Context: an optimization exercise on an open-source flow, tuned for small area, a short achievable clock period and few clock cycles. The choices shown serve that exercise and are no tape-out recipe. At most, simulation tests tie the RTL to the original design; equivalence was not proved. Power is estimated from default activity; no workload was simulated.

==> flow/design.v (excerpt) <==
module fpga_disp_ctrl (
  input  wire        clk,
  input  wire        rst,        
  input  wire        ev_valid,
  output wire        ev_ready,
  input  wire [2:0]  ev_type,
  input  wire [7:0]  ev_data,
  output reg         intn,
  output reg         cdone,
  output reg         redraw,
  output reg         fb_we,
  output reg  [14:0] fb_addr,
  output reg  [7:0]  fb_data
);
Size: ~630 cells after synthesis, roughly 45 flip-flops, about 42 I/O pins, roughly 3700 sq um of cells after synthesis.
export LEC_CHECK = 0
export ABC_AREA = 1
export CAP_MARGIN = 20
export CORE_MARGIN = 2
export CORE_UTILIZATION = 40
export CTS_BUF_LIST = sky130_fd_sc_hd__clkbuf_8
export SETUP_SLACK_MARGIN = 5
export SLEW_MARGIN = 20
export SYNTH_HIERARCHICAL = 1
export SYNTH_MINIMUM_KEEP_SIZE = 0
create_clock -name core_clock -period 8.0 [get_ports {clk}]
standard.sh (not shown) runs the stock make flow with config.mk's settings and CLKGATE_MAP_FILE= SYNTH_SCRIPT=/design/flow/synth_recipe.tcl, a recipe that flattens the netlist after the stock synthesis.
==> flow/flow/run.sh <==
#!/bin/bash
# Layout flow: the standard ORFS flow (standard.sh: ORFS synthesis with
# synth_recipe.tcl, floorplan, power grid, tap cells, placement, CTS, routing),
# with these changes, all passed to make as VAR=value:
#  - synthesis runs synth_recipe.tcl through flow/synth_abc.tcl, which only
#    swaps ABC's mapping script for flow/area.abc (an area-oriented mapping;
#    the flip-flops are mapped before ABC and stay as synth_recipe.tcl maps them);
#  - ADDER_MAP_FILE is empty, so adders are left to ABC as plain gates;
#  - the port buffers are plain buffers (buffer_ports -buffer_cell);
#  - any further settings in flow/extra.env, one VAR=value per line.
# make's full output goes to orfs_flow.log here; ORFS writes each step's log
# under orfs/logs/.
set -euo pipefail
here=$(pwd)
export FLOW_SYNTH_TCL="$here/synth_recipe.tcl"
export FLOW_ABC_SCRIPT="$here/flow/area.abc"
extra=("SYNTH_SCRIPT=$here/flow/synth_abc.tcl" "ADDER_MAP_FILE="
       "BUFFER_PORTS_ARGS=-buffer_cell sky130_fd_sc_hd__buf_2")
if [[ -f flow/extra.env ]]; then
  while IFS= read -r line; do
    [[ -z "$line" || "$line" == \#* ]] && continue
    extra+=("$line")
  done < flow/extra.env
fi
bash standard.sh "${extra[@]}" finish > "$here/orfs_flow.log" 2>&1
==> flow/flow/area.abc <==
strash
dch
map -a
topo
dnsize
==> flow/flow/synth_abc.tcl <==
# The standard flow's synthesis script (synth_recipe.tcl, unchanged), with the ABC
# technology-mapping script replaced by the one in FLOW_ABC_SCRIPT. ABC maps
# only the combinational logic; the flip-flops are mapped before it.
proc abc {args} {
  set i [lsearch -exact $args -script]
  if {$i >= 0 && [info exists ::env(FLOW_ABC_SCRIPT)]} {
    lset args [expr {$i + 1}] $::env(FLOW_ABC_SCRIPT)
  }
  yosys abc {*}$args
}
source $::env(FLOW_SYNTH_TCL)
Change:
==> flow/flow/extra.env (new file) <==
SETUP_SLACK_MARGIN=5.25
After rerunning: Maximum frequency rose by a few percent; count of clock-buffer cells in the layout stays the same; worst hold slack barely changes; combinational power rose slightly; cell count rose slightly; core utilization rose by 1.5 points; synthesized cell count stays the same; worst setup slack gains 0.12 ns; die area does not change; routed wire length rose by a few percent.
No run of this note included a check of the RTL's function; only the layout flow was run.


fpga_disp_ctrl, a different RTL version from the one above (not shown whole).
Size in the first run: ~45 flip-flops, roughly 42 I/O pins, ~0.0035 mm² of cells after synthesis.
clock: 8.0 ns
lec_check: 0
abc_area: 1
cap_margin: 20
core_margin: 2
core_utilization: 40
cts_buf_list: sky130_fd_sc_hd__clkbuf_8
setup_slack_margin: 5
slew_margin: 20
synth_hierarchical: 1
synth_minimum_keep_size: 0
==> flow/flow/area.abc <==
strash
dch -f
map -a
strash
dch -f
map -a
strash
dch -f
map -a
topo
dnsize
==> flow/flow/extra.env <==
SETUP_SLACK_MARGIN=5.25
Scripts as last shown in full above: flow/flow/run.sh, flow/flow/synth_abc.tcl
Testbench counts at the start, summed over its fixed seeds: cycles 661,407.
==> next run, changes <==
==> flow/flow/extra.env (replaced) <==
SETUP_SLACK_MARGIN=5.25
BUFFER_PORTS_ARGS=-buffer_cell sky130_fd_sc_hd__buf_1
--- a/flow/config.mk
+++ b/flow/config.mk
@@ -13,4 +13,2 @@
 export SETUP_SLACK_MARGIN = 5
 export SLEW_MARGIN = 20
-export SYNTH_HIERARCHICAL = 1
-export SYNTH_MINIMUM_KEEP_SIZE = 0
Hold slack gets better by 0.025 ns; sequential power came out higher by 9.7%; wire length shrinks by 3.5%; clock power is about the same.

-- re-timing with driven ports --
No port has a modelled driver above. Below, the same layouts with a new extraction and two added sets of constraints.
Step 1: set_driving_cell puts a clkbuf_16 on clk and a buf_2 on each other input, an assumption about the parent block.
Step 2 moves the port delays by t, midway between the first and last clock arrival at a register: inputs arrive t later, outputs are due t later. That takes back most of the time a late clock gives input paths.
a / b / c = ideal / step 1 / step 2; a / b = the first two.
run | t (ns) | setup slack, ns | slew at the worst register clock pin (ns)
the first run of note 1 | 0.339 | 5.049 / 5.049 / 4.876 | 0.09 / 0.09
the second run of note 1 | 0.328 | 5.170 / 5.170 / 5.063 | 0.10 / 0.10
the first run of note 2 | 0.333 | 5.317 / 5.287 / 5.048 | 0.10 / 0.10
the second run of note 2 | 0.327 | 5.155 / 5.139 / 4.813 | 0.10 / 0.10
After both steps setup and hold are still met in every run listed. The setup slack of the second run of note 2, which loses most, moves by -0.016 ns with the drivers and by -0.342 ns with both steps.
